From an optimization exercise on the open Yosys and OpenROAD flow, aimed at small area, a short achievable clock period and few clock cycles; shortcuts taken in it are not production practice.
At most, simulation tests tie the RTL to the original design; equivalence was not proved.
For runs 1, 3 and 4, only the layout was checked, not whether the RTL still works.
No activity file was given, so power comes from the tool's default toggle rates.

==> flow/design.v <==
module wzwave_fbs (
    input  wire        clk,
    input  wire        rst,
    input  wire        in_valid,
    input  wire [7:0]  in_data,
    output wire        in_ready,
    output wire        out_valid,
    input  wire        out_ready,
    output wire        out_hdr,
    output wire        out_last,
    output wire [3:0]  out_type,
    output wire [71:0] out_data
);
    localparam integer KB = 0;                
    localparam [3:0] C_CTL  = 4'd0,  C_MIS  = 4'd1,  C_BAD  = 4'd2,  C_MAL  = 4'd3,
                     C_VER  = 4'd4,  C_MEM  = 4'd5,  C_SUC  = 4'd6,  C_INIT = 4'd7,
                     C_NPI  = 4'd8,  C_SEND = 4'd9,  C_RNI  = 4'd10, C_UPD  = 4'd11,
                     C_ROUT = 4'd12, C_CMD  = 4'd13, C_OPQ  = 4'd14, C_SCB  = 4'd15;
    localparam [3:0] A_NOP = 4'd0, A_LEN = 4'd1, A_SH0 = 4'd2, A_SH  = 4'd3,
                     A_SHP = 4'd4, A_HDR = 4'd6, A_DAT = 4'd7,
                     A_MSK = 4'd8, A_XOR = 4'd9;
    function [1:0] off0(input [3:0] code);
        case (code)
            C_SUC, C_SEND, C_RNI, C_SCB, C_MEM, C_INIT, C_ROUT: off0 = 2'd3;
            default: off0 = 2'd0;
        endcase
    endfunction
    reg  [7:0]    T;
    reg  [2047:0] ring;
    wire          we;
    wire [7:0]    wd;
    reg  [7:0]    sel;
    always @(posedge clk) begin
        if (rst) T <= 8'd0;
        else     T <= T + 8'd1;
        ring <= {ring[2039:0], we ? wd : ring[2047:2040]};
    end
    wire [7:0] amask   = (8'd1 << KB) - 8'd1;
    wire [7:0] rdat    = ring[{sel & ~amask, 3'b000} +: 8];
    wire       aligned = ((sel & amask) == 8'd0);
    reg  [7:0] b, sk;
    reg        bv, skv;
    wire       take;
    assign in_ready = ~skv;
    wire in_fire = in_valid & ~skv;
    always @(posedge clk) begin
        if (rst) begin
            bv  <= 1'b0;
            skv <= 1'b0;
        end else if (take || !bv) begin
            if (skv) begin
                b   <= sk;
                bv  <= 1'b1;
                skv <= 1'b0;
            end else begin
                b   <= in_data;
                bv  <= in_fire;
            end
        end else if (in_fire) begin
            sk  <= in_data;
            skv <= 1'b1;
        end
    end
    reg  [11:0] qm [0:11];
    reg  [3:0]  qwp, qrp, qrp1;
    reg  [4:0]  qn;
    wire        qpush, qpop;
    wire [11:0] qin;
    wire        qfull = (qn == 5'd12);
    wire        qne   = (qn != 5'd0);
    wire [3:0]  qh_code = qm[qrp][11:8];
    wire [7:0]  qh_s    = qm[qrp][7:0];
    reg  [7:0]  hs0, hs3;  
    always @(posedge clk) begin
        if (rst) begin
            qn   <= 5'd0;
            qwp  <= 4'd0;
            qrp  <= 4'd0;
            qrp1 <= 4'd1;
        end else begin
            qn <= qn + {4'd0, qpush} - {4'd0, qpop};
            if (qpush) qwp <= (qwp == 4'd11) ? 4'd0 : qwp + 4'd1;
            if (qpop) begin
                qrp  <= qrp1;
                qrp1 <= (qrp1 == 4'd11) ? 4'd0 : qrp1 + 4'd1;
            end
        end
        if (qpush) qm[qwp] <= qin;
    end
    localparam [1:0] R_HUNT = 2'd0, R_SOF = 2'd1, R_BODY = 2'd2;
    reg  [1:0] rx;
    reg  [7:0] rL, acc, rs, wa;
    reg  [1:0] rph;
    reg        d0, d1;
    reg  [3:0] kcode;
    reg        kmal;
    reg        al;           
    reg        blk;          
    reg        livec;
    reg  [7:0] agec;         
    reg  [7:0] Hr;           
    reg        liver;
    wire is_mark = (b == 8'h06) || (b == 8'h15) || (b == 8'h18);
    wire is_sof  = (b == 8'h01);
    wire lt3     = (b < 8'd3);
    reg  [7:0] rrem;
    wire blast   = (rrem == 8'd0);
    wire room    = !livec || (b <= ~agec);
    reg  t_ok;
    always @(*) begin
        case (rx)
            R_HUNT:  t_ok = is_mark ? (!blk && !qfull) : 1'b1;
            R_SOF:   t_ok = !blk && !qfull && (lt3 || room);
            default: t_ok = al && !blk;
        endcase
    end
    assign take = bv && t_ok;
    assign we   = take && ((rx == R_HUNT && is_mark) || rx == R_SOF || rx == R_BODY);
    assign wd   = b;
    assign qpush = take && ((rx == R_HUNT && is_mark) || (rx == R_SOF && lt3) ||
                            (rx == R_BODY && blast));
    reg  [3:0] k_code;
    reg  [7:0] k_nmin;
    always @(*) begin
        k_code = C_OPQ;
        k_nmin = 8'd0;
        if (d1) begin
            case (b)
                8'h15: begin k_code = C_VER;  k_nmin = 8'd1;  end
                8'h20: begin k_code = C_MEM;  k_nmin = 8'd5;  end
                8'h56: begin k_code = C_SUC;  k_nmin = 8'd1;  end
                8'h02: begin k_code = C_INIT; k_nmin = 8'd32; end
                8'h41: begin k_code = C_NPI;  k_nmin = 8'd5;  end
                8'h13: begin k_code = C_SEND; k_nmin = 8'd1;  end
                8'h60: begin k_code = C_RNI;  k_nmin = 8'd1;  end
                8'h80: begin k_code = C_ROUT; k_nmin = 8'd29; end
                default: ;
            endcase
        end else if (d0) begin
            case (b)
                8'h13: begin k_code = C_SCB;  k_nmin = 8'd2;  end
                8'h49: begin k_code = C_UPD;  k_nmin = 8'd2;  end
                8'h04: begin k_code = C_CMD;  k_nmin = 8'd3;  end
                default: ;
            endcase
        end
    end
    wire       cks_bad = (acc != b);
    wire [3:0] body_code = cks_bad ? C_MIS : kmal ? C_MAL : kcode;
    reg  [3:0] f_code;
    always @(*) begin
        if (rx == R_HUNT)       f_code = C_CTL;
        else if (rx == R_SOF)   f_code = C_BAD;
        else                    f_code = body_code;
    end
    assign qin = {f_code, (rx == R_BODY) ? rs : T};
    always @(posedge clk) begin
        if (rst) begin
            rx <= R_HUNT;
        end else if (take) begin
            case (rx)
                R_HUNT: if (is_sof) rx <= R_SOF;
                R_SOF: begin
                    if (lt3) begin
                        rx <= is_sof ? R_SOF : R_HUNT;
                    end else begin
                        rL   <= b;
                        rph  <= 2'd0;
                        rrem <= b - 8'd1;
                        acc  <= ~b;
                        rs   <= T;
                        rx   <= R_BODY;
                    end
                end
                default: begin
                    if (rph != 2'd2) rph <= rph + 2'd1;
                    rrem <= rrem - 8'd1;
                    acc  <= acc ^ b;
                    if (rph == 2'd0) begin
                        d0 <= (b == 8'h00);
                        d1 <= (b == 8'h01);
                    end
                    if (rph == 2'd1) begin
                        kcode <= k_code;
                        kmal  <= (rL - 8'd3) < k_nmin;
                    end
                    if (blast) rx <= R_HUNT;
                end
            endcase
        end
    end
    reg        i_v;
    reg  [3:0] i_code;
    reg  [7:0] i_s;
    reg        i_ph;          
    reg        i_last;        
    reg        i_rd;          
    reg  [2:0] i_h;
    reg  [7:0] i_k, i_end;
    reg  [7:0] rq;
    reg        tq_v;
    reg  [3:0] tq_act;
    reg        tq_nf;         
    reg        tq_msk;
    reg  [3:0] tq_code;
    reg        tq_last;
    reg  [4:0] tq_j;
    reg  [7:0] e_L;
    reg  [7:0] cacc;
    reg  [7:0] pd;
    reg  [7:0] cm;
    reg        cmv, cm_le1, pendh, fin;
    reg         o_valid, o_hdr, o_last;
    reg  [3:0]  o_type;
    reg  [65:0] od;
    wire        ofree = !o_valid || out_ready;
    wire [7:0] L_f = (tq_v && tq_act == A_LEN) ? rq : e_L;
    reg  [3:0] s_act;
    reg  [4:0] s_j;
    always @(*) begin
        s_act  = A_NOP;
        s_j    = i_k[4:0];
        if (!i_ph) begin
            case (i_code)
                C_CTL, C_BAD, C_SUC, C_SEND, C_RNI: s_act = A_HDR;
                C_SCB:  s_act = (i_h == 3'd0) ? A_SH0 : A_HDR;
                C_MEM:  s_act = (i_h == 3'd0) ? A_SH0 : (i_h == 3'd4) ? A_HDR : A_SH;
                C_INIT: s_act = (i_h == 3'd0) ? A_SH0 : (i_h == 3'd2) ? A_SHP : A_SH;
                C_ROUT: begin s_act = A_MSK; s_j = 5'd0; end
                C_UPD:  s_act = (i_h == 3'd0) ? A_LEN : (i_h == 3'd1) ? A_SH0 : A_HDR;
                C_CMD:  s_act = (i_h == 3'd0) ? A_LEN : (i_h == 3'd1) ? A_SH0 :
                                (i_h == 3'd2) ? A_SH : A_HDR;
                C_OPQ:  s_act = (i_h == 3'd0) ? A_LEN : (i_h == 3'd1) ? A_SH0 : A_HDR;
                C_VER:  s_act = (i_h == 3'd0) ? A_LEN : (i_h == 3'd1) ? A_NOP : A_HDR;
                C_NPI:  s_act = (i_h == 3'd0) ? A_LEN : (i_h == 3'd1) ? A_SH0 :
                                (i_h == 3'd5) ? A_HDR : A_SH;
                C_MIS:  s_act = A_LEN;
                C_MAL:  s_act = (i_h == 3'd0) ? A_LEN : (i_h == 3'd1) ? A_SH0 : A_HDR;
                default: s_act = A_NOP;
            endcase
        end else begin
            case (i_code)
                C_INIT, C_ROUT: s_act = A_MSK;
                C_MIS:          s_act = i_last ? A_HDR : A_XOR;
                default:        s_act = A_DAT;
            endcase
        end
    end
    reg        n_ph;
    reg  [2:0] n_h;
    reg  [7:0] n_k, n_end;
    reg        n_last, n_rd;
    reg  [7:0] s_dsel;
    always @(*) begin
        n_ph   = i_ph;
        n_h    = i_h + 3'd1;
        n_k    = i_k + 8'd1;
        n_end  = i_end;
        n_rd   = 1'b1;
        s_dsel = 8'd0;
        n_last = (i_code == C_MIS) ? (i_k + 8'd1 == L_f - 8'd1) : (i_k + 8'd1 == i_end);
        if (!i_ph) begin
            n_k    = 8'd0;
            n_last = 1'b0;
            case (i_code)
                C_SCB: n_last = 1'b1;
                C_MEM: n_last = (i_h == 3'd3);
                C_INIT: if (i_h == 3'd2) begin n_ph = 1'b1; n_end = 8'd28; end
                C_ROUT: begin n_ph = 1'b1; n_k = 8'd1; n_end = 8'd28; end
                C_UPD: begin
                    if (i_h == 3'd0) s_dsel = 8'hFE;                     
                    if (i_h == 3'd1) n_last = (L_f == 8'd5);
                    if (i_h == 3'd2) begin
                        n_ph = 1'b1; n_end = e_L - 8'd6; n_last = (e_L == 8'd6);
                    end
                end
                C_CMD: begin
                    if (i_h == 3'd0) s_dsel = 8'hFE;
                    if (i_h == 3'd2) n_last = (L_f == 8'd6);
                    if (i_h == 3'd3) begin
                        n_ph = 1'b1; n_end = e_L - 8'd7; n_last = (e_L == 8'd7);
                    end
                end
                C_OPQ: begin
                    if (i_h == 3'd1) n_last = (L_f == 8'd3);
                    if (i_h == 3'd2) begin
                        n_ph = 1'b1; n_end = e_L - 8'd4; n_last = (e_L == 8'd4);
                    end
                end
                C_VER: begin
                    if (i_h == 3'd0) begin s_dsel = 8'd1; n_rd = 1'b0; end  
                    if (i_h == 3'd1) begin                               
                        s_dsel = 8'd2 - L_f;
                        n_last = (L_f == 8'd4);
                    end
                    if (i_h == 3'd2) begin                               
                        n_ph = 1'b1; n_end = e_L - 8'd5; n_last = (e_L == 8'd5);
                        s_dsel = e_L - 8'd3;
                    end
                end
                C_NPI: begin
                    if (i_h == 3'd0) s_dsel = 8'hFE;                     
                    if (i_h == 3'd2) s_dsel = 8'd8 - e_L;                
                    n_last = (i_h == 3'd4);
                end
                C_MIS: n_ph = 1'b1;
                C_MAL: n_last = (i_h == 3'd1);
                default: ;
            endcase
        end
    end
    wire [7:0] m      = cmv ? cm : rq;
    wire       m_nz   = (m != 8'd0);
    wire       rq_le1 = ((rq & (rq - 8'd1)) == 8'd0);
    wire       m_le1  = cmv ? cm_le1 : rq_le1;
    reg  [2:0] m_i;
    always @(*) begin
        casez (m)
            8'b???????1: m_i = 3'd0;
            8'b??????10: m_i = 3'd1;
            8'b?????100: m_i = 3'd2;
            8'b????1000: m_i = 3'd3;
            8'b???10000: m_i = 3'd4;
            8'b??100000: m_i = 3'd5;
            8'b?1000000: m_i = 3'd6;
            default:     m_i = 3'd7;
        endcase
    end
    wire [7:0] m_rest  = m & (m - 8'd1);
    wire       mr_le1  = ((m_rest & (m_rest - 8'd1)) == 8'd0);
    wire       rfirst  = (tq_code == C_ROUT) && (tq_j == 5'd0) && !cmv;
    wire c_go = fin ? !tq_v : (!tq_v || tq_nf || !tq_msk || m_le1);
    wire c_st = fin ? !tq_v : (!tq_v || tq_nf);
    wire c_done = ofree ? c_go : c_st;
    wire ifire = c_done && i_v && (aligned || !i_rd);
    wire inext = c_done && (!i_v || (ifire && i_last));    
    assign qpop = inext && qne;
    function first_last(input [3:0] code);
        case (code)
            C_CTL, C_BAD, C_SUC, C_SEND, C_RNI: first_last = 1'b1;
            default: first_last = 1'b0;
        endcase
    endfunction
    wire [7:0] sel_f = sel + s_dsel;
    wire [7:0] sel_h = sel + 8'd1;
    always @(posedge clk) begin
        if (inext)
            sel <= (off0(qh_code) == 2'd3) ? hs3 : hs0;
        else if (ifire)
            sel <= sel_f;
        else
            sel <= sel_h;
        if (rst) begin
            i_v  <= 1'b0;
            tq_v <= 1'b0;
        end else if (c_done) begin
            rq      <= rdat;
            tq_v    <= ifire;
            tq_act  <= s_act;
            tq_nf   <= (s_act == A_NOP) || (s_act == A_LEN) || (s_act == A_XOR);
            tq_msk  <= (s_act == A_MSK);
            tq_code <= i_code;
            tq_last <= i_last;
            tq_j    <= s_j;
            if (inext) begin
                i_v    <= qne;
                i_code <= qh_code;
                i_s    <= qh_s;
                i_ph   <= 1'b0;
                i_h    <= 3'd0;
                i_k    <= 8'd0;
                i_last <= first_last(qh_code);
                i_rd   <= 1'b1;
            end else if (ifire) begin
                i_ph   <= n_ph;
                i_h    <= n_h;
                i_k    <= n_k;
                i_end  <= n_end;
                i_last <= n_last;
                i_rd   <= n_rd;
            end
        end
    end
    wire [7:0] qin_s   = (rx == R_BODY) ? rs : T;
    wire [7:0] qn1_s   = qm[qrp1][7:0];
    always @(posedge clk) begin
        if (qpop && qn >= 5'd2) begin
            hs0 <= T + 8'd1 - qn1_s;
            hs3 <= T - 8'd2 - qn1_s;
        end else if ((qpop && qn == 5'd1) || !qne) begin
            hs0 <= T + 8'd1 - qin_s;
            hs3 <= T - 8'd2 - qin_s;
        end else begin
            hs0 <= hs0 + 8'd1;
            hs3 <= hs3 + 8'd1;
        end
    end
    function [7:0] nmin_of(input [7:0] dir, input [7:0] fc);
        begin
            nmin_of = 8'd0;
            if (dir == 8'h01) begin
                case (fc)
                    8'h15, 8'h56, 8'h13, 8'h60: nmin_of = 8'd1;
                    8'h20, 8'h41: nmin_of = 8'd5;
                    8'h02: nmin_of = 8'd32;
                    8'h80: nmin_of = 8'd29;
                    default: ;
                endcase
            end else if (dir == 8'h00) begin
                case (fc)
                    8'h13, 8'h49: nmin_of = 8'd2;
                    8'h04: nmin_of = 8'd3;
                    default: ;
                endcase
            end
        end
    endfunction
    wire [7:0] b0 = od[31:24];
    wire [7:0] b1 = od[23:16];
    wire [1:0] tier = b0[5:4];
    reg  [65:0] hfmt;
    always @(*) begin
        hfmt = 66'd0;
        case (tq_code)
            C_MIS:  hfmt[23:0] = {cacc, rq, e_L};
            C_MAL:  hfmt[31:0] = {nmin_of(od[7:0], rq), e_L - 8'd3, rq, od[7:0]};
            C_MEM:  hfmt[39:0] = {rq, od[31:0]};
            C_SUC:  hfmt[8:0]  = {(rq != 8'd0), rq};
            C_NPI: begin
                hfmt[65:42] = {rq, od[7:0], od[15:8]};
                hfmt[7:0]   = b0;
                hfmt[15:8]  = b1;
                hfmt[16]    = b0[7];
                hfmt[18:17] = tier;
                hfmt[21:19] = b0[2:0];
                hfmt[22]    = b1[3];
                hfmt[23]    = b1[4];
                hfmt[24]    = b1[0];
                hfmt[25]    = !tier[1];
                hfmt[41:26] = (tier == 2'd0) ? 16'd9600 : (tier == 2'd1) ? 16'd40000 : 16'd0;
            end
            C_SEND: begin hfmt[7:0] = rq; hfmt[24] = 1'b1; end
            C_SCB:  begin hfmt[23:8] = {rq, od[7:0]}; hfmt[25] = 1'b1; end
            C_RNI:  hfmt[8:0] = {(rq == 8'h01), rq};
            C_UPD, C_OPQ: hfmt[15:0] = {rq, od[7:0]};
            C_CMD:  hfmt[23:0] = {rq, od[7:0], od[15:8]};
            default: hfmt[7:0] = rq;
        endcase
    end
    wire [3:0] tq_type = (tq_code == C_SCB) ? C_SEND : tq_code;
    always @(posedge clk) begin
        if (rst) begin
            o_valid <= 1'b0;
            fin     <= 1'b0;
            cmv     <= 1'b0;
            pendh   <= 1'b0;
        end else begin
            if (out_ready) o_valid <= 1'b0;
            if (fin) begin
                if (ofree) begin
                    o_valid <= 1'b1;
                    o_last  <= 1'b1;
                    o_hdr   <= pendh;
                    if (!pendh) od <= {58'd0, pd + 8'd1};
                    pendh   <= 1'b0;
                    fin     <= 1'b0;
                end
            end else if (tq_v) begin
                case (tq_act)
                    A_LEN: begin e_L <= rq; cacc <= ~rq; end
                    A_XOR: cacc <= cacc ^ rq;
                    A_SH0: if (ofree) od <= {58'd0, rq};
                    A_SH:  if (ofree) od <= {od[57:0], rq};
                    A_SHP: if (ofree) begin
                        od     <= {42'd0, rq, od[7:0], od[15:8]};
                        pendh  <= 1'b1;
                        o_type <= tq_type;
                    end
                    A_HDR: if (ofree) begin
                        o_valid <= 1'b1;
                        o_hdr   <= 1'b1;
                        o_last  <= tq_last;
                        o_type  <= tq_type;
                        od      <= hfmt;
                    end
                    A_DAT: if (ofree) begin
                        o_valid <= 1'b1;
                        o_hdr   <= 1'b0;
                        o_last  <= tq_last;
                        o_type  <= tq_type;
                        od      <= {58'd0, rq};
                    end
                    A_MSK: if (ofree) begin
                        o_type <= tq_type;
                        if (rfirst) begin
                            od    <= 66'd0;
                            pendh <= 1'b1;
                        end
                        if (m_nz) begin
                            o_valid <= 1'b1;
                            o_last  <= 1'b0;
                            o_hdr   <= pendh || rfirst;
                            if (!(pendh || rfirst)) od <= {58'd0, pd + 8'd1};
                            pendh   <= 1'b0;
                            pd      <= {tq_j, m_i};
                            if (m_le1) begin
                                cmv <= 1'b0;
                                fin <= tq_last;
                            end else begin
                                cm     <= m_rest;
                                cm_le1 <= mr_le1;
                                cmv    <= 1'b1;
                            end
                        end else begin
                            fin <= tq_last;
                        end
                    end
                    default: ;
                endcase
            end
        end
    end
    assign out_valid = o_valid;
    assign out_hdr   = o_hdr;
    assign out_last  = o_last;
    assign out_type  = o_type;
    assign out_data  = {6'd0, od};
    wire       live = i_v || qne || (rx == R_BODY);
    wire [7:0] H    = i_v ? i_s : qne ? qh_s : rs;
    wire [7:0] T1   = T + 8'd1;
    wire       livep = liver || we;
    always @(posedge clk) begin
        if (rst) begin
            blk   <= 1'b0;
            livec <= 1'b0;
            liver <= 1'b0;
            al    <= 1'b0;
        end else begin
            liver <= live;
            Hr    <= live ? H : T;
            if (we) begin
                wa    <= T1;
                al    <= 1'b1;
                blk   <= liver && (T1 == Hr);
                agec  <= liver ? (T1 - Hr) : 8'd1;
                livec <= 1'b1;
            end else begin
                al    <= (T1 == wa);
                blk   <= liver && (((T1 - Hr) < (wa - Hr)) || (wa == Hr));
                agec  <= T1 - Hr;
                livec <= liver;
            end
        end
    end
endmodule
==> flow/flow/run.sh <==
#!/bin/bash
# The standard layout (the standard.sh: ORFS synthesis through finish) with a
# tighter timing-repair target: repair_timing aims at a setup slack of
# SETUP_SLACK_MARGIN ns at the design's clock period, may resize cells across
# footprints, and the port buffers start out as buf_4 cells.
set -euo pipefail
bash standard.sh SETUP_SLACK_MARGIN=6.6 MATCH_CELL_FOOTPRINT=0 \
    "BUFFER_PORTS_ARGS=-buffer_cell sky130_fd_sc_hd__buf_4" finish > standard.log 2>&1
==> flow/standard.sh <==
#!/bin/bash
# synth_recipe.tcl (not shown) runs the flow's synth.tcl, then flattens the netlist and writes it again
# the make line also repeats each setting of config.mk as NAME=value (left out here)
make -C /OpenROAD-flow-scripts/flow DESIGN_CONFIG=/design/flow/config.mk WORK_HOME=/design/flow/orfs CLKGATE_MAP_FILE= SYNTH_SCRIPT=/design/flow/synth_recipe.tcl "${@:-finish}"
==> flow/config.mk <==
export PLATFORM = sky130hd
export DESIGN_NAME = wzwave_fbs
export DESIGN_NICKNAME = wzwave_fbs
export VERILOG_FILES = /design/flow/design.v
export SDC_FILE = /design/flow/constraint.sdc
export NUM_CORES = 4
export LEC_CHECK = 0
export CAP_MARGIN = 20
export CORE_MARGIN = 2
export CORE_UTILIZATION = 40
export SLEW_MARGIN = 20
==> flow/constraint.sdc <==
create_clock -name core_clock -period 10.0 [get_ports {clk}]
set_input_delay 2.0000 -clock core_clock [delete_from_list [all_inputs] [get_ports {clk}]]
set_output_delay 2.0000 -clock core_clock [all_outputs]
set_load 0.01 [all_outputs]
==> summary.md, run 1 <==
The flow ran to the end and the layout has no timing, DRC or antenna violations. Kind of start point of the critical path: a flop. The die is 462 um wide.

Ranked by total cell area, the synthesized netlist is headed by dfxtp_1 51%, mux4_2 20%, edfxtp_1 14%. The global-route wire length before repair is 279000 um, and the clock sink total is 2505. For met2 alone, demand over resource in global routing was 25.8%. In this run the critical register-to-register path is captured at sel[7]. The total track usage was 16.6%. The analysis attributes to cell leakage a power of 36.5 nW.

The worst setup path is captured at a flop. Relative to the synthesized area, the layout overhead comes to 17.7%. The number of cells produced by synthesis was 5379.

The worst min-delay path endpoint was ring[2044]. The synthesized design contains 2505 register bits. The logs give 10.78 ns for the required arrival time at the worst endpoint and 4 for the level count of the clock H-tree. The worst hold path belongs to the class flop to flop.

Summed over all nets, the switching power comes to 7.19 mW. The post-synthesis area per instance came out at 15.6 um2. The synthesized cell area is 0.0838 mm2.

After synthesis, flip-flops and latches occupy 64.5% of the total area. After detailed routing, the number of remaining DRC violations is 0. The average via count per standard cell works out to 5.22. Counting cells, the worst reg-to-reg path comes to 18. The logs give 8 for the first-pass iteration count of the detailed router and 0.0288 mm2 for the area of the multi-input gates.

In this run the most used layer during global routing was met2. The post-route netlist has 27.9% of its cells at a drive strength greater than 1. The number of warning messages in the yosys log is 1.

After detailed routing, the average wire length per cell comes to 20.5 um. The tools report the total I/O pin count as 92. ring holds more flip-flops than any other register.

The run gives 47336 as the via count of the first global-routing pass. The startpoint-to-endpoint class of the critical path is flop to flop. The logs give 0 for the post-route antenna net violation count and 20.9% for the combinational share of power.

The reg-to-reg setup timing slack was 6.10 ns. Port buffering added 85 buffers. In this run the critical register-to-register path is launched from tq_act[2]. For this configuration, the core starts out at a cell density of 40.1%. The power per standard cell area came out at 258 mW/mm2. The tools report the sequential share of power as 42.8%.

In the layout the commonest cells are 2102 x dfxtp_1, 732 x mux4_2, 386 x edfxtp_1. IR analysis of the VDD net gives a maximum drop of 0.228 mV. The tools report the initial antenna violation count as 2. For the combined flip-flop and latch cell area, the log shows 0.0541 mm2.

The number of failing hold endpoints at the final stage came out at 0. Setup repair after global routing could not meet its margin everywhere. In this run switching power makes up 28.2% of total power. Routability congestion estimate from global placement: 0.841.

The CTS root buffer is clkbuf_16. For the worst setup path, the data arrival time is 4.68 ns. Of all flip-flops after synthesis, the portion carrying an async set or reset was 0%.

The final worst-path cycle share was 39.0%. The worst pin sits at a relative slew slack of 21.8%. The die is 462 um tall. The synthesized design contains 386 enable-type register cells.

TritonCTS built the clock tree. The region available for standard cell placement spans 0.209 mm2. The detailed-placement wirelength estimate was 103000 um. After routing, the total negative slack on setup checks comes to 0 ns. The number of vias in the routed layout is 45214.

Leaving out fill and tap cells, the most frequent cell in the layout is dfxtp_1. Cells fill 47.2% of the core in the end. Clock-pin slew of the registers on the worst-case setup and hold paths: 0.07 ns. The biggest area contributor in the post-synthesis netlist is dfxtp_1. The internal portion of the total power is 18.3 mW. The logs give 0.91 ns for the clock latency of the later-clocked register in the worst-skew pair and 2.82% for the global-route track usage on met3. Post-route minimum period: 3.90 ns. The largest registers in the layout are ring (2048), qm (144), od (66). For the area enclosed by the die boundary, the log shows 0.213 mm2. For the pin with the worst max-slew slack, the measured transition is 1.14 ns. Between clock sinks in the finished design, the worst skew comes to 0.104 ns.

The number of setup violations in the final report was 0; the largest fanout of any net on the critical path was 3. The logs give 232 for the CTS buffer count and 5793 for the final-stage net count. For the number of pins exceeding their max-slew limit in the final report, the log shows 0. The filler cell count in the final layout is 17804, and the flip-flop count of the largest register after layout is 2048. Most instantiated flip-flop cell in the synthesis netlist: dfxtp_1. The number of hold buffers added after CTS was 0. The run gives 3499 as the number of violations reported at the end of detailed-routing iteration 0.

The longest clock path from root to sink contains 3 buffers. The floorplan has 168 rows. The relative contribution of the clock network to total power came out at 36.4%.

The tools report the origin of the worst min-delay path as ring[2036]. Hold path depth: 0. For this run the aggregate overflow at the end of global routing stands at 0.

Synthesis instantiated 95 different standard cells from the library. The maximum number of pins on one net before global-route repair was 80. The fraction of synthesized cell area taken by the top area cell type works out to 50.6%. The met1 demand-to-capacity share in global routing came out at 23.7%.

For this run, the top clock speed supported by timing is 257 MHz. Max-cap violations in this run came to 0. Summed over all layers, the routed wires come to 178000 um.
[critical path, stage by stage, from the launching register on]
cell	delay [ns]
edfxtp_1	0.41
or3b_4	0.41
or3b_4	0.40
buf_12	0.15
mux2_4	0.33
ha_4	0.25
nand2b_4	0.14
a21oi_2	0.14
o22ai_1	0.09
a21o_1	0.21
inv_1	0.06
ha_1	0.21
a21o_1	0.17
a21oi_2	0.15
o21bai_1	0.09
a21oi_2	0.17
o21ai_1	0.10
xor3_1	0.18
mux2i_1	0.12
[power by group through the flow]
stage / sequential [mW] / clock, mW / combinational, mW
final: 10.9 / 9.27 / 5.32
after detailed placement: 11.2 / 0 / 4.75
after CTS: 10.9 / 9.47 / 5.20
after global placement: 11.2 / 0 / 4.75
after global routing: 10.9 / 9.89 / 5.79
after floorplan: 10.8 / 0 / 3.84
[Yosys cell counts (7+ instances only)]
| cell type | instances |
|---|---|
| xor2_1 | 63 |
| clkbuf_1 | 170 |
| nand2b_1 | 28 |
| o22ai_1 | 25 |
| nand3_1 | 43 |
| inv_1 | 101 |
| nor2_1 | 190 |
| o21bai_1 | 14 |
| nor2b_1 | 40 |
| nand4_1 | 13 |
| buf_1 | 53 |
| xnor2_1 | 95 |
| nand2_1 | 205 |
| o211ai_1 | 14 |
| o31ai_1 | 7 |
| a21oi_1 | 175 |
| o21a_1 | 12 |
| o21ai_0 | 148 |
| ha_1 | 122 |
| or3_1 | 19 |
| buf_4 | 9 |
| and2_1 | 20 |
| nor4_1 | 15 |
| mux4_2 | 732 |
| buf_2 | 65 |
| nand3b_1 | 9 |
| a22o_1 | 7 |
| a22oi_1 | 61 |
| edfxtp_1 | 386 |
| mux2i_1 | 65 |
| a21boi_0 | 11 |
| a21o_1 | 18 |
| fa_1 | 8 |
| and3_1 | 38 |
| a31oi_1 | 18 |
| mux2_2 | 20 |
| a221oi_1 | 30 |
| a222oi_1 | 13 |
| or2_2 | 8 |
| dfxtp_1 | 2119 |
| nor3_1 | 60 |
| a211oi_1 | 10 |
[worst max path at each step]
stage	startpoint	to	slack, ns	cells after the start
floorplan	out_ready	qn[4]	5.78	17
global placement	rst	od[5]	4.97	5
detailed placement	rst	od[5]	4.97	5
CTS	tq_act[2]	sel[7]	6.10	18
global route	tq_act[2]	sel[7]	5.94	18
finish	tq_act[2]	sel[7]	6.10	18
[cell type report]
class	instances	area share (%)
timing repair buffer	331	3.50
clock inverter	92	1.36
multi-input combinational	2472	29.2
timing repair inverter	1	0.00508
antenna	2	0.00508
inverter	108	0.438
tap	2805	3.56
clock buffer	340	7.08
sequential	2505	54.8
[logic make-up (layout without fill, tap and decap cells)]
family | after synthesis | in the layout | share of synthesized area [%]
flip-flops | 2505 | 2505 | 64.5
multiplexers | 818 | 818 | 20.7
AND/OR/NAND/NOR | 730 | 731 | 4.27
AO/OA/AOI/OAI | 624 | 625 | 4.79
buffers and inverters | 409 | 872 | 2.01
XOR/XNOR | 159 | 159 | 1.68
adder cells (fa/ha/maj) | 133 | 133 | 2.05
other | 1 | 8 | 0.00447
[repair_timing]
action                     in CTS  in global routing
gates cloned                   16                  8
pin swaps                      28                 26
buffers inserted              113                 51
resized for setup             213                 72
setup endpoints to repair     406                283
[through the flow]
stage	total power, mW	hold slack [ns]	std cells	cell area, um2	setup slack, ns
2_1_floorplan	14.7	0.326	5384	84000	5.78
3_3_place_gp	15.9	0.327	8033	87500	4.97
3_5_place_dp	15.9	0.331	8034	87500	4.97
4_1_cts	25.6	0.268	8595	97800	6.10
5_1_grt	26.6	0.281	8656	98600	5.94
6_report	25.5	0.280	8656	98600	6.10
[metal layers]
layer	up-vias	part of all wire (%)	routed length [um]
li1	20725	-	-
met1	23115	47	83000
met2	1103	46	81600
met3	271	4.9	8760
met4	0	2.3	4160
met5	-	0	0
==> inputs of run 2 (changes only) <==
--- a/flow/design.v
+++ b/flow/design.v
@@ -12,5 +12,5 @@
     output wire [71:0] out_data
 );
-    localparam integer KB = 0;                
+    localparam integer KB = 1;                
     localparam [3:0] C_CTL  = 4'd0,  C_MIS  = 4'd1,  C_BAD  = 4'd2,  C_MAL  = 4'd3,
                      C_VER  = 4'd4,  C_MEM  = 4'd5,  C_SUC  = 4'd6,  C_INIT = 4'd7,
==> run 2 against run 1 <==
Compared with the run above: die area fell by 9.2%; setup slack improved by 0.12 ns; synthesized cell count decreased by 7.2%; fmax up 3.2%; area after synthesis down 9.3%; clock skew down 0.046 ns; cell count fell by 6.9%; worst hold slack improved by 0.0069 ns; sequential cell count rose by 1; routed wire length is 12% lower; count of clock-buffer cells in the layout shrank 10; global-route usage is 0.59 points lower.
==> summary.md, run 2 <==
TritonCTS built the clock tree. The tools report the routability congestion estimate from global placement as 0.904 (+7.4%). The logs give 104 (+30%) for the maximum number of pins on one net before global-route repair and 16047 (-9.9%) for the filler cell count in the final layout. The run gives 156000 um (-12%) as the sum of routed wire length over all layers. For hold timing, the worst endpoint is ring[1648]. The number of failing hold endpoints at the final stage was 0 (unchanged).

The run gives 1 (unchanged) as the number of warning messages in the yosys log. CTS root buffer: clkbuf_16. The setup path with the least slack is of type primary input to flop.

Ranked by total cell area, the synthesized netlist is headed by dfxtp_1 56%, edfxtp_1 15%, mux4_2 12%. Origin of the worst min-delay path: ring[1640]. The final worst-path cycle share is 37.8% (-1.2 points).

The tools report the total of max-cap violations as 0 (unchanged). The tools report the first-pass iteration count of the detailed router as 8 (unchanged). The post-route minimum period came out at 3.78 ns (-0.121 ns).

Detailed-placement wirelength estimate: 91600 um (-11%). The number of cells on the worst reg-to-reg path is 18 (unchanged), and the area enclosed by the die boundary is 0.194 mm2 (-9.2%). Setup repair after global routing could not meet its margin everywhere. The timing-limited maximum frequency was 265 MHz (+3.2%).

Among all flip-flop cells after synthesis, the most frequent one is dfxtp_1. The endpoint arrival time on the critical path was 4.48 ns (-0.20 ns); the post-synthesis area per instance was 15.2 um2 (-2.3%). Number of buffer cells added on primary ports: 85 (unchanged). The most common cell after layout, fill and taps aside is dfxtp_1. The worst slack at placement came out at 5.06 ns (+0.0951 ns).

The starting density of the core is 40.1% (about the same). For the number of cells produced by synthesis, the log shows 4993 (-7.2%). The flow ran to the end and the layout has no timing, DRC or antenna violations. dfxtp_1 is the most common cell in the netlist. The number of flops mapped to enable cells by yosys was 387 (+0.26%); the largest fanout of any net on the critical path was 4 (+1). The logs give 6.23 ns (+0.13 ns) for the reg-to-reg setup timing slack and 0.0760 mm2 (-9.3%) for the synthesized cell area. The tools report the setup TNS after final layout as 0 ns (unchanged). The logs give 3205 (-8.4%) for the number of violations reported at the end of detailed-routing iteration 0 and 0 (unchanged) for the post-route antenna net violation count.

The run gives 243000 um (-13%) as the global-route wire length before repair. The area of all placed cells without fillers is 0.0905 mm2 (-8.2%). Ranked by instance count, the synthesized netlist is headed by 2119 x dfxtp_1, 396 x mux4_2, 387 x edfxtp_1. The hold path depth works out to 0 (unchanged). The average wire per cell in the routed design was 19.3 um (-5.8%). For the number of vias in the routed layout, the log shows 40469 (-10%). Total I/O pin count: 92 (unchanged). In this run the worst hold path is classified as flop to flop. For the clock latency of the later-clocked register in the worst-skew pair, the log shows 0.87 ns (-0.04 ns).

The logs give 0 (unchanged) for the residual overflow from global routing and 6.22 ns (+0.121 ns) for the slack of the critical path. The level count of the clock H-tree was 4 (unchanged); the area growth from synthesis to layout was 19.1%. The clock-pin slew of the registers on the worst-case setup and hold paths is 0.06 ns (about the same), and the die outline height is 440 um (-4.7%).

For the area of the core, the log shows 0.190 mm2 (-9.3%). The reg-to-reg critical path startpoint is tq_act[1]. Flop and latch count out of synthesis: 2506 (+0.040%).

STA classifies the critical path startpoint as a primary input. For the count of distinct cell types in the synthesized netlist, the log shows 79 (-17%). The tools report the worst-case headroom to the max-slew limit as 28.4% (+6.6 points).

The logs give 0 (unchanged) for the number of pins exceeding their max-slew limit in the final report and 10.70 ns (-0.08 ns) for the required arrival time at the worst endpoint. The largest registers in the layout are ring (2048), qm (144), od (66). Clock sink total: 2506 (+0.040%). The run gives 0 (unchanged) as the number of hold buffers added after cts. The number of setup violations in the final report is 0 (unchanged).

The logs give 5491 (-5.2%) for the final-stage net count and 226 (-2.6%) for the CTS buffer count. Number of buffers between clock root and the deepest sink: 3 (unchanged). More flip-flops sit in one register than any other, and that register is ring. For the via count of the first global-routing pass, the log shows 41313 (-13%). STA classifies the critical path endpoint as a flop. The share of synthesized registers carrying an async set or reset was 0% (unchanged). In the layout the commonest cells are 2101 x dfxtp_1, 396 x mux4_2, 387 x edfxtp_1.

For the initial antenna violation count, the log shows 3 (+1). The tools report the total track usage as 16.0% (-0.59 points). The slew at the pin closest to its max-slew limit was 1.07 ns (-0.0724 ns). The tools report the post-detailed-route DRC marker count as 0 (unchanged). The end of the worst register-to-register path was sel[7].

The average via count per standard cell was 5.02 (-3.9%); the proportion of layout cells with a drive suffix above 1 was 23.8% (-4.2 points). Instance area at placement: 0.0797 mm2 (-8.9%). The power per standard cell area came out at 264 mW/mm2 (+2.1%). The run gives 0.193 mV (-15%) as the peak ir drop on the vdd network.

The static leakage is 34.0 nW (-6.8%). The die width came out at 440 um (-4.7%). The most area-hungry cell type in the Yosys netlist is dfxtp_1.

The sequential area share after synthesis was 71.1% (+6.6 points); the number of rows in the core area was 160 (-4.8%). For the post-route clock skew, the log shows 0.0585 ns (-0.0458 ns). The flip-flop count of the largest register after layout was 2048 (unchanged). The fraction of synthesized cell area taken by the top area cell type came out at 55.8% (+5.2 points).
-- run 2: changes by cell type after synthesis, sizes merged, moves of 20 or more --
cell,previous run,this run
a222oi,13,35
a22oi,61,23
and3,38,18
buf,130,88
clkbuf,171,138
mux4,732,396
nor2,191,226
nor3,61,83
-- run 2: how the worst max path moves through the flow --
stage,slack [ns],to,startpoint,cells past startpoint
CTS,6.23,sel[7],rq[1],17
finish,6.22,sel[7],out_ready,15
global placement,5.06,qn[4],out_ready,13
global route,5.93,sel[7],tq_act[1],19
floorplan,5.50,od[0],out_ready,5
detailed placement,5.06,qn[4],out_ready,13
-- run 2: timing repair --
action	in CTS	in global routing
resized for setup	198	78
setup endpoints to repair	329	228
setup buffers	145	54
pin swaps	48	37
cloned	5	3
hold endpoints to repair	0	0
-- run 2: logic make-up (layout without fill, tap and decap cells) --
| kind of cell | Yosys count | count (layout) | synth area share, % |
|---|---|---|---|
| DFF | 2506 | 2506 | 71.1 |
| and+or+nand+nor | 761 | 761 | 4.77 |
| AOI/OAI and AO/OA | 594 | 595 | 5.05 |
| muxes | 505 | 505 | 13.2 |
| buffers and inverters | 336 | 884 | 1.82 |
| xor gates and xnor gates | 160 | 160 | 1.84 |
| adders and majority gates | 130 | 130 | 2.22 |
| other | 1 | 7 | 0.00493 |
-- run 2: final cells by class --
type	count	area, um2	area share [%]
Multi-Input combinational cell	2157	21500	23.7
Tap cell	2511	3140	3.47
Antenna cell	1	2.50	0.00276
Inverter	110	422	0.466
Clock buffer	330	6690	7.38
Sequential cell	2506	54100	59.7
Timing Repair Buffer	348	3430	3.78
Clock inverter	96	1270	1.40
-- run 2: metal layers --
layer | global-route usage, % | part of all wire [%] | vias up
li1 | - | - | 18784
met1 | 22.3 | 46 | 20192
met2 | 25.0 | 46 | 1184
met3 | 3.14 | 5.7 | 309
met4 | 5.18 | 2.6 | 0
met5 | 0 | 0 | -
-- run 2: report_power, final --
group | internal (mW) | switching (mW) | leakage, nW
clock | 5.10 | 3.77 | 3.90
sequential | 10.5 | 0.357 | 20.6
combinational | 1.86 | 2.29 | 9.46
-- run 2: critical path, cell delays in order --
cell	delay, ns
buf_4	0.13
nand2b_4	0.15
o211ai_1	0.26
a21o_1	0.26
a21o_1	0.12
inv_1	0.04
ha_1	0.26
a21o_1	0.16
a21oi_2	0.16
nor2b_1	0.07
o21a_1	0.20
o41ai_2	0.24
xor2_1	0.20
xnor2_1	0.14
mux2i_1	0.09
-- run 2: metrics by stage --
stage / hold slack (ns) / utilization [%] / power, mW / std cells
2_1_floorplan: 0.310 / - / 13.8 / 4998
3_3_place_gp: 0.310 / 42.0 / 14.8 / 7423
3_5_place_dp: 0.312 / 42.0 / 14.8 / 7425
4_1_cts: 0.285 / 47.3 / 24.0 / 8001
5_1_grt: 0.293 / 47.8 / 24.9 / 8058
6_report: 0.287 / 47.8 / 23.9 / 8059
Testbench counts of run 2, summed over its fixed seeds: cycles 32,862.
==> inputs of run 3 (changes only) <==
--- a/flow/design.v
+++ b/flow/design.v
@@ -72,4 +72,9 @@
     wire [7:0]  qh_s    = qm[qrp][7:0];
     reg  [7:0]  hs0, hs3;  
+    wire [4:0] qn_p1 = qn + 5'd1;
+    wire [4:0] qn_m1 = qn - 5'd1;
+    wire [4:0] qn_nx;
+    wzwave_fbs_sel3 #(.W(5)) u_qn (.s1(qpush && !qpop), .a(qn_p1), .s2(qpop && !qpush),
+                                  .b(qn_m1), .c(qn), .y(qn_nx));
     always @(posedge clk) begin
         if (rst) begin
@@ -79,5 +84,5 @@
             qrp1 <= 4'd1;
         end else begin
-            qn <= qn + {4'd0, qpush} - {4'd0, qpop};
+            qn <= qn_nx;
             if (qpush) qwp <= (qwp == 4'd11) ? 4'd0 : qwp + 4'd1;
             if (qpop) begin
@@ -344,11 +349,10 @@
     wire [7:0] sel_f = sel + s_dsel;
     wire [7:0] sel_h = sel + 8'd1;
+    wire [7:0] sel_n = (off0(qh_code) == 2'd3) ? hs3 : hs0;
+    wire [7:0] sel_nx;
+    wzwave_fbs_sel3 #(.W(8)) u_sel (.s1(inext), .a(sel_n), .s2(ifire), .b(sel_f),
+                                   .c(sel_h), .y(sel_nx));
     always @(posedge clk) begin
-        if (inext)
-            sel <= (off0(qh_code) == 2'd3) ? hs3 : hs0;
-        else if (ifire)
-            sel <= sel_f;
-        else
-            sel <= sel_h;
+        sel <= sel_nx;
         if (rst) begin
             i_v  <= 1'b0;
@@ -384,15 +388,14 @@
     wire [7:0] qin_s   = (rx == R_BODY) ? rs : T;
     wire [7:0] qn1_s   = qm[qrp1][7:0];
+    wire       hs_a = qpop && (qn >= 5'd2);
+    wire       hs_b = (qpop && (qn == 5'd1)) || !qne;
+    wire [7:0] hs0_nx, hs3_nx;
+    wzwave_fbs_sel3 #(.W(8)) u_hs0 (.s1(hs_a), .a(T + 8'd1 - qn1_s), .s2(hs_b),
+                                   .b(T + 8'd1 - qin_s), .c(hs0 + 8'd1), .y(hs0_nx));
+    wzwave_fbs_sel3 #(.W(8)) u_hs3 (.s1(hs_a), .a(T - 8'd2 - qn1_s), .s2(hs_b),
+                                   .b(T - 8'd2 - qin_s), .c(hs3 + 8'd1), .y(hs3_nx));
     always @(posedge clk) begin
-        if (qpop && qn >= 5'd2) begin
-            hs0 <= T + 8'd1 - qn1_s;
-            hs3 <= T - 8'd2 - qn1_s;
-        end else if ((qpop && qn == 5'd1) || !qne) begin
-            hs0 <= T + 8'd1 - qin_s;
-            hs3 <= T - 8'd2 - qin_s;
-        end else begin
-            hs0 <= hs0 + 8'd1;
-            hs3 <= hs3 + 8'd1;
-        end
+        hs0 <= hs0_nx;
+        hs3 <= hs3_nx;
     end
     function [7:0] nmin_of(input [7:0] dir, input [7:0] fc);
@@ -554,2 +557,12 @@
     end
 endmodule
+module wzwave_fbs_sel3 #(parameter integer W = 8) (
+    input  wire         s1,
+    input  wire [W-1:0] a,
+    input  wire         s2,
+    input  wire [W-1:0] b,
+    input  wire [W-1:0] c,
+    output wire [W-1:0] y
+);
+    assign y = s1 ? a : s2 ? b : c;
+endmodule
--- a/flow/config.mk
+++ b/flow/config.mk
@@ -10,2 +10,3 @@
 export CORE_UTILIZATION = 40
 export SLEW_MARGIN = 20
+export SYNTH_HIERARCHICAL = 1
==> run 3 against run 2 <==
Compared with the run above: still clean; count of clock-buffer cells in the layout fell by 7; non-clock buffer count fell by 56; power rose by 1.0%; sequential cell count did not move; cell count fell by 0.45%; highest routed layer is now met5.
==> summary.md, run 3 <==
The flow ran to the end and the layout has no timing, DRC or antenna violations. Fraction of synthesized cell area taken by the top area cell type: 55.5% (-0.33 points). The logs give 0 (-1) for the number of antenna repair diodes and 10 (+2) for the first-pass iteration count of the detailed router. The arithmetic-cell share of the synthesized area counting full adders, half adders and majority gates was 2.14% (-0.080 points).

The signal on the critical path passes through and4bb_4, buf_12, buf_4, nand4_1, a221o_1, nand2b_4, and3_4, o31ai_4, a31oi_1, ha_1, nor3_1, nor2_2, o41ai_4, xnor2_1, xnor2_1, mux2i_1, o21ai_1. Number of buffer cells added on primary ports: 85 (unchanged). The run gives 6.16 ns (-0.0628 ns) as the slack of the critical path. Setup repair after global routing could not meet its margin everywhere.

The worst min-delay path endpoint is ring[854]. The largest fanout of any net on the critical path works out to 5 (+1). TritonCTS built the clock tree.

For the worst-case headroom to the max-slew limit, the log shows 29.6% (+1.2 points). In the final layout, the registers with the most flip-flops are ring (2048), qm (144), od (66). The run gives 16286 (+1.5%) as the filler cell count in the final layout. The tools report the kind of start point of the critical path as a flop.

The proportion of layout cells with a drive suffix above 1 works out to 21.9% (-1.9 points). The final-stage net count came out at 5457 (-0.62%). For the starting density of the core, the log shows 40.2% (+0.11 points). The endpoint arrival time on the critical path is 4.54 ns (+0.06 ns). The die outline height was 441 um (+0.30%). The post-synthesis area per instance was 15.2 um2 (-0.33%). Most flop-heavy register: ring. The worst setup path is captured at a flop. Sorting the synthesized cells by area gives the leading types as dfxtp_1 55%, edfxtp_1 15%, mux4_2 11%. The post-route minimum period came out at 3.84 ns (+0.0628 ns).

Initial antenna violation count: 1 (-2). Final worst-path cycle share: 38.4% (+0.63 points). The total track usage is 15.8% (-0.16 points). The mux share of post-synthesis cell area came out at 13.0% (-0.24 points). The average via count per standard cell came out at 5.04 (+0.46%). The slew at the pin closest to its max-slew limit is 1.05 ns (-0.0199 ns), and the area of the core is 0.190 mm2 (+0.32%). The number of cells produced by synthesis was 5040 (+0.94%). The area growth from synthesis to layout is 17.3%.

The power per standard cell area is 269 mW/mm2 (+2.0%). The peak ir drop on the vdd network came out at 0.185 mV (-4.2%). Leaving out fill and tap cells, the most frequent cell in the layout is dfxtp_1.

The timing-limited maximum frequency is 261 MHz (-1.6%). For the reg-to-reg setup timing slack, the log shows 6.16 ns (-0.07 ns). The number of flops mapped to enable cells by yosys was 387 (unchanged); the number of rows in the core area was 160 (unchanged).

The post-route antenna net violation count was 0 (unchanged); the setup TNS after final layout was 0 ns (unchanged). The root buffer cell chosen for the clock tree is clkbuf_16. The flip-flop count of the largest register after layout is 2048 (unchanged), and the share of synthesized registers carrying an async set or reset is 0% (unchanged). Critical path's slowest cell: a221o_1. The instance area at placement is 0.0799 mm2 (+0.31%).

The detailed-placement wirelength estimate came out at 94800 um (+3.5%). The reg-to-reg critical path startpoint was tq_act[1]. The share of synthesized cell area in and, or, nand and nor gates works out to 4.87% (+0.097 points). The biggest cell delay along the critical path works out to 0.44 ns (+0.18 ns).

For the required arrival time at the worst endpoint, the log shows 10.70 ns (about the same). Residual overflow from global routing: 0 (unchanged). Static leakage: 33.7 nW (-0.88%). The number of cells on the worst reg-to-reg path is 17 (-1).

The routability congestion estimate from global placement was 0.881 (-2.5%); the area enclosed by the die boundary was 0.195 mm2 (+0.60%). The endpoint identified for the worst register-to-register timing path is sel[7]. The startpoint-to-endpoint class of the critical path is flop to flop. The clock-pin slew of the registers on the worst-case setup and hold paths was 0.07 ns (about the same); the number of buffers between clock root and the deepest sink was 3 (unchanged). Most instantiated flip-flop cell in the synthesis netlist: dfxtp_1. Post-route clock skew: 0.0457 ns (-0.0128 ns). The run gives 92 (unchanged) as the total I/O pin count.

The average wire per cell in the routed design works out to 19.3 um (about the same). The logs give 0 (unchanged) for the total of max-cap violations and 41184 (-0.31%) for the via count of the first global-routing pass. The run gives 0.0897 mm2 (-0.90%) as the area of all placed cells without fillers. The run gives 70.6% (-0.43 points) as the sequential area share after synthesis.

The number of hold buffers added after cts came out at 0 (unchanged). The sum of routed wire length over all layers was 155000 um (-0.44%); the global-route wire length before repair was 242000 um (-0.48%). Flop and latch count out of synthesis: 2506 (unchanged).

The area fraction in compound gates after synthesis is 5.40% (+0.36 points). The number of pins exceeding their max-slew limit in the final report came out at 0 (unchanged). The tools report the worst slack at placement as 5.44 ns (+0.381 ns).

The xor-xnor portion of the synthesized cell area was 1.97% (+0.13 points). In the layout the commonest cells are 2099 x dfxtp_1, 387 x edfxtp_1, 380 x mux4_2. The largest family of logic cells by synthesized area was multiplexers.

The count of distinct cell types in the synthesized netlist is 98 (+24%). The synthesized cell area was 0.0765 mm2 (+0.60%); the maximum number of pins on one net before global-route repair was 81 (-22%). For the clock sink total, the log shows 2506 (unchanged). The tools report the level count of the clock H-tree as 4 (unchanged). After synthesis, the most frequently instantiated cells are 2119 x dfxtp_1, 387 x edfxtp_1, 380 x mux4_2. dfxtp_1 takes more of the synthesized area than any other cell.

The post-detailed-route DRC marker count was 0 (unchanged); the clock latency of the later-clocked register in the worst-skew pair was 0.83 ns (-0.04 ns). Most frequent cell after synthesis: dfxtp_1. The CTS buffer count is 228 (+0.88%). The hold path depth came out at 0 (unchanged).

The worst hold path belongs to the class flop to flop. The number of failing hold endpoints at the final stage is 0 (unchanged), and the number of vias in the routed layout is 40474 (+0.012%). The startpoint identified for the worst hold timing path is ring[846].

The logs give 0 (unchanged) for the number of setup violations in the final report and 3038 (-5.2%) for the number of violations reported at the end of detailed-routing iteration 0. Die width: 441 um (+0.30%). The most numerous cell on the critical path is xnor2_1.

For the number of warning messages in the yosys log, the log shows 7 (+6).
## run 3: changes by cell type in the layout (fill, tap and decap cells not counted), sizes merged, moves of 14 or more
cell / change
nor2: -19
o21ai: -40
a21oi: -24
clkbuf: -14
and2: +19
o31ai: +15
buf: -49
nor3: -25
nand2: +17
mux4: -16
mux2i: +34
## run 3: repair_timing
item / 4_1_cts / 5_1_grt
gates cloned: 2 / 1
gates resized for setup: 141 / 65
pin swaps: 15 / 27
setup buffers: 101 / 39
setup endpoints to repair: 445 / 333
## run 3: area by class of cell
cell class,count,area [um2],share of cell area (%)
Clock buffer,323,6630,7.39
Clock inverter,98,1200,1.34
Inverter,108,432,0.481
Multi-Input combinational cell,2185,21500,23.9
Sequential cell,2506,54100,60.3
Tap cell,2511,3140,3.50
Timing Repair Buffer,292,2740,3.06
## run 3: metrics by stage
stage	instances	power (mW)	hold WS (ns)	utilization, %
floorplan	5045	14.1	0.310	-
global placement	7459	15.3	0.309	42.0
detailed placement	7459	15.3	0.312	42.0
CTS	7983	24.3	0.287	46.8
global route	8023	25.2	0.302	47.2
finish	8023	24.1	0.282	47.2
## run 3: logic make-up (layout without fill, tap and decap cells)
logic type / Yosys count / after routing
adders and majority gates: 127 / 127
AOI/OAI and AO/OA: 604 / 605
buffers and inverters: 355 / 821
and+or+nand+nor: 766 / 766
DFF: 2506 / 2506
other: 1 / 6
xor gates and xnor gates: 169 / 169
muxes: 512 / 512
## run 3: layer usage
metal  part of all wire [%]  vias up  global-route usage [%]
met5                 0.0032        -                       0
met4                    2.3        2                    4.96
met3                    5.5      264                    2.74
met2                     45     1143                    24.4
met1                     47    20243                    22.7
li1                       -    18822                       -
## run 3: how the worst max path moves through the flow
stage,start,endpoint,slack [ns],cells after the start
6_report,tq_act[1],sel[7],6.16,17
5_1_grt,tq_act[1],sel[7],5.94,17
4_1_cts,tq_act[1],sel[7],6.30,20
3_5_place_dp,sel[1],rq[6],5.44,7
3_3_place_gp,out_ready,hs3[3],5.51,10
2_1_floorplan,rst,od[0],5.75,4
## run 3: power by group
part / total, mW / leakage (nW) / internal (mW) / switching (mW)
Clock: 8.78 / 3.83 / 5.05 / 3.73
Combinational: 4.43 / 9.21 / 1.88 / 2.55
Sequential: 10.9 / 20.7 / 10.5 / 0.380
## run 3: worst max-delay path, delay by kind of cell (launching register included)
kind / cells / cell delay (ns)
muxes: 1 / 0.15
xor gates and xnor gates: 2 / 0.28
and+or+nand+nor: 6 / 1.26
buffers and inverters: 2 / 0.23
DFF: 1 / 0.42
adders and majority gates: 1 / 0.38
AOI/OAI and AO/OA: 5 / 0.97
==> inputs of run 4 (changes only) <==
--- a/flow/config.mk
+++ b/flow/config.mk
@@ -9,4 +9,5 @@
 export CORE_MARGIN = 2
 export CORE_UTILIZATION = 40
+export CTS_BUF_LIST = sky130_fd_sc_hd__clkbuf_4 sky130_fd_sc_hd__clkbuf_8
 export SLEW_MARGIN = 20
 export SYNTH_HIERARCHICAL = 1
==> run 4 against run 3 <==
Compared with the run above: still clean; cell area is 0.44% higher; sequential share of layout area is 0.27 points lower; first-iteration DRC count is 2.3% lower; non-clock buffer count decreased by 5; critical path type unchanged.
==> summary.md, run 4 <==
The area of the core is 0.190 mm2 (unchanged). The tools report the worst min-delay path endpoint as ring[1024]. The total I/O pin count is 92 (unchanged), and the sequential area share after synthesis is 70.6% (unchanged). The final-stage net count was 5612 (+2.8%). In the synthesized netlist, the cells that appear most often are 2119 x dfxtp_1, 387 x edfxtp_1, 380 x mux4_2. Number of vias in the routed layout: 41319 (+2.1%).

The proportion of layout cells with a drive suffix above 1 was 25.8% (+3.9 points); the synthesized cell area was 0.0765 mm2 (unchanged). For the level count of the clock H-tree, the log shows 5 (+1). The tools report the kind of end point of the critical path as a flop. Power per standard cell area: 268 mW/mm2 (-0.19%). The average wire per cell in the routed design works out to 19.0 um (-1.8%).

The run gives 265 MHz (+1.7%) as the timing-limited maximum frequency. The share of synthesized registers carrying an async set or reset is 0% (unchanged), and the worst-case headroom to the max-slew limit is 33.5% (+3.8 points). The worst register-to-register path ends at sel[7]. The type of the tightest min-delay check was flop to flop. In this run the clock root is driven by a clkbuf_8. The sum of routed wire length over all layers was 157000 um (+1.3%); the clock latency of the later-clocked register in the worst-skew pair was 1.04 ns (+0.21 ns). Leaving out fill and tap cells, the most frequent cells in the layout are 2100 x dfxtp_1, 500 x clkbuf_8, 387 x edfxtp_1. TritonCTS built the clock tree. The number of rows in the core area was 160 (unchanged). For the post-route clock skew, the log shows 0.0892 ns (+0.0435 ns).

Counting flops per register, the top entry is ring. The worst setup path is launched from a flop. The number of failing hold endpoints at the final stage came out at 0 (unchanged). The post-synthesis area per instance was 15.2 um2 (unchanged). The flop and latch count out of synthesis was 2506 (unchanged). For the peak ir drop on the vdd network, the log shows 0.205 mV (+11%).

The routability congestion estimate from global placement was 0.881 (unchanged). The setup path with the least slack is of type flop to flop. The number of cells on the worst reg-to-reg path was 15 (-2); the number of violations reported at the end of detailed-routing iteration 0 was 2969 (-2.3%). Initial antenna violation count: 4 (+3). The maximum number of pins on one net before global-route repair was 81 (unchanged).

The global-route wire length before repair came out at 246000 um (+1.5%). The final cell count without fillers is 8279 (+3.2%), and the count of distinct cell types in the synthesized netlist is 98 (unchanged). The tools report the number of pins exceeding their max-slew limit in the final report as 0 (unchanged).

The most area-hungry cell type in the Yosys netlist is dfxtp_1. The flip-flop count of the largest register after layout was 2048 (unchanged); the number of setup violations in the final report was 0 (unchanged). The largest registers in the layout are ring (2048), qm (144), od (66).

The total of max-cap violations was 0 (unchanged). The number of cells produced by synthesis came out at 5040 (unchanged). The slew at the pin closest to its max-slew limit is 0.994 ns (-0.0569 ns). The number of warning messages in the yosys log came out at 7 (unchanged).

The logs give 0 (unchanged) for the post-detailed-route DRC marker count and 4 (+1) for the number of buffers between clock root and the deepest sink. The first-pass iteration count of the detailed router is 7 (-3), and the clock-pin slew of the registers on the worst-case setup and hold paths is 0.07 ns (about the same). The final worst-path cycle share works out to 37.8% (-0.63 points). The worst register-to-register path begins at tq_act[1]. The tools report the required arrival time at the worst endpoint as 10.87 ns (+0.17 ns).

Hold path depth: 0 (unchanged). Setup repair after global routing could not meet its margin everywhere. Residual overflow from global routing: 0 (unchanged). Number of buffer cells added on primary ports: 85 (unchanged).

The logs give 0 (unchanged) for the number of hold buffers added after cts and 42616 (+3.5%) for the via count of the first global-routing pass. The starting density of the core is 40.2% (unchanged), and the die outline height is 441 um (unchanged). The logs give 388 (+70%) for the CTS buffer count and 0 (unchanged) for the post-route antenna net violation count. The die width is 441 um (unchanged).

The static leakage was 34.3 nW (+1.7%). The total track usage came out at 16.0% (+0.23 points). Origin of the worst min-delay path: ring[1016]. In the post-synthesis netlist, the cell with the most instances is dfxtp_1. The number of flops mapped to enable cells by yosys works out to 387 (unchanged). The detailed-placement wirelength estimate was 94800 um (unchanged); the reg-to-reg setup timing slack was 6.22 ns (+0.06 ns). The average via count per standard cell works out to 4.99 (-1.1%).

The largest fanout of any net on the critical path was 7 (+2); the endpoint arrival time on the critical path was 4.64 ns (+0.10 ns). Clock sink total: 2506 (unchanged). Ranked by total cell area, the synthesized netlist is headed by dfxtp_1 55%, edfxtp_1 15%, mux4_2 11%.

The total instance count after detailed placement is 7459 (unchanged), and the area growth from synthesis to layout is 17.8%. Leaving out fill and tap cells, the most frequent cell in the layout is dfxtp_1. The fraction of synthesized cell area taken by the top area cell type was 55.5% (unchanged); the setup TNS after final layout was 0 ns (unchanged). The most instantiated flip-flop cell in the synthesis netlist was dfxtp_1.

The flow ran to the end and the layout has no timing, DRC or antenna violations. The post-route minimum period was 3.78 ns (-0.0628 ns). The area enclosed by the die boundary is 0.195 mm2 (unchanged).
## run 4: layout make-up
type,instances,area [um2]
flip-flops and latches,2506,54100
repair buffers,287,2680
multi-input cells,2185,21400
inverters,108,432
diodes,2,5.00
well taps,2511,3140
clock buffers,602,7650
clock inverters,78,689
fillers,16343,100000
## run 4: stage by stage
stage                     total power, mW  hold WS [ns]  area [um2]  setup slack, ns  utilization, %
final                                24.2         0.270       90100             6.22            47.4
after detailed placement             15.3         0.312       79900             5.44            42.0
after floorplan                      14.1         0.310       76700             5.75               -
after global routing                 25.3         0.279       90100             5.98            47.4
after global placement               15.3         0.309       79900             5.51            42.0
after CTS                            24.4         0.273       89600             6.17            47.1
## run 4: critical path: stages, from the launching register on
cell      delay [ns]
edfxtp_1        0.41
and4bb_4        0.39
buf_12          0.12
buf_4           0.10
nand4_1         0.10
a221o_2         0.43
nand2b_1        0.19
and3_1          0.20
o31ai_2         0.29
a31oi_1         0.17
ha_1            0.28
o41ai_2         0.41
xnor2_1         0.19
xnor2_1         0.09
mux2i_1         0.15
o21ai_1         0.08
## run 4: metal layers
metal | GRT usage [%] | wire [um] | vias to the layer above
met3 | 3.57 | 10200 | 298
met2 | 24.5 | 70600 | 1339
met5 | 0 | 13 | -
li1 | - | - | 19207
met4 | 5.27 | 3370 | 2
met1 | 22.7 | 72900 | 20473
## run 4: kinds of logic after synthesis
family | after synthesis | synth area share [%]
compound gates | 604 | 5.40
xor+xnor | 169 | 1.97
fa+ha+maj | 127 | 2.14
buf+inv | 355 | 1.98
flops | 2506 | 70.6
mux | 512 | 13.0
other cells | 1 | 0.00490
simple gates | 766 | 4.87
## run 4: where the power goes
part,internal [mW],switching (mW)
combinational,1.87,2.53
sequential,10.5,0.377
clock,5.11,3.75
total,17.5,6.66
## run 4: how the worst max path moves through the flow
stage / from / endpoint / depth (start not counted)
finish: tq_act[1] / sel[7] / 15
global route: tq_act[1] / sel[7] / 20
CTS: od[15] / out_data[15] / 1
detailed placement: sel[1] / rq[6] / 7
global placement: out_ready / hs3[3] / 10
floorplan: rst / od[0] / 4
## run 4: what timing repair did
action / 4_1_cts / 5_1_grt
cloned: 2 / 1
buffers inserted: 105 / 30
pin swaps: 16 / 8
setup endpoints to repair: 433 / 300
resized for setup: 139 / 56

afterwards: timing with drivers on the ports:
No port has a modelled driver above. Below, the same layouts with a new extraction and two added sets of constraints.
Step 1 (the two cells are an assumption about what drives the block):
set clk [get_ports {clk}]
set_driving_cell -lib_cell sky130_fd_sc_hd__clkbuf_16 $clk
set_driving_cell -lib_cell sky130_fd_sc_hd__buf_2 [delete_from_list [all_inputs] $clk]
Step 2 moves the port delays by t, midway between the first and last clock arrival at a register: inputs arrive t later, outputs are due t later. That takes back most of the time a late clock gives input paths.
Slacks: ideal ports / drivers / drivers and shift; pairs: ideal ports / drivers.
run | t, ns | slack for setup (ns) | slew at the worst register clock pin (ns) | worst data-port slew with drivers (ns)
run 1 | 0.943 | 6.104 / 6.104 / 5.496 | 0.07 / 0.07 | 0.09
run 2 | 0.917 | 6.225 / 6.233 / 5.350 | 0.07 / 0.07 | 0.04
run 3 | 0.903 | 6.162 / 6.162 / 6.024 | 0.08 / 0.08 | 0.07
run 4 | 1.067 | 6.225 / 6.212 / 6.045 | 0.07 / 0.07 | 0.07
After both steps setup and hold are still met in every run listed. The setup slack of run 2, which loses most, moves by +0.008 ns with the drivers and by -0.875 ns with both steps.
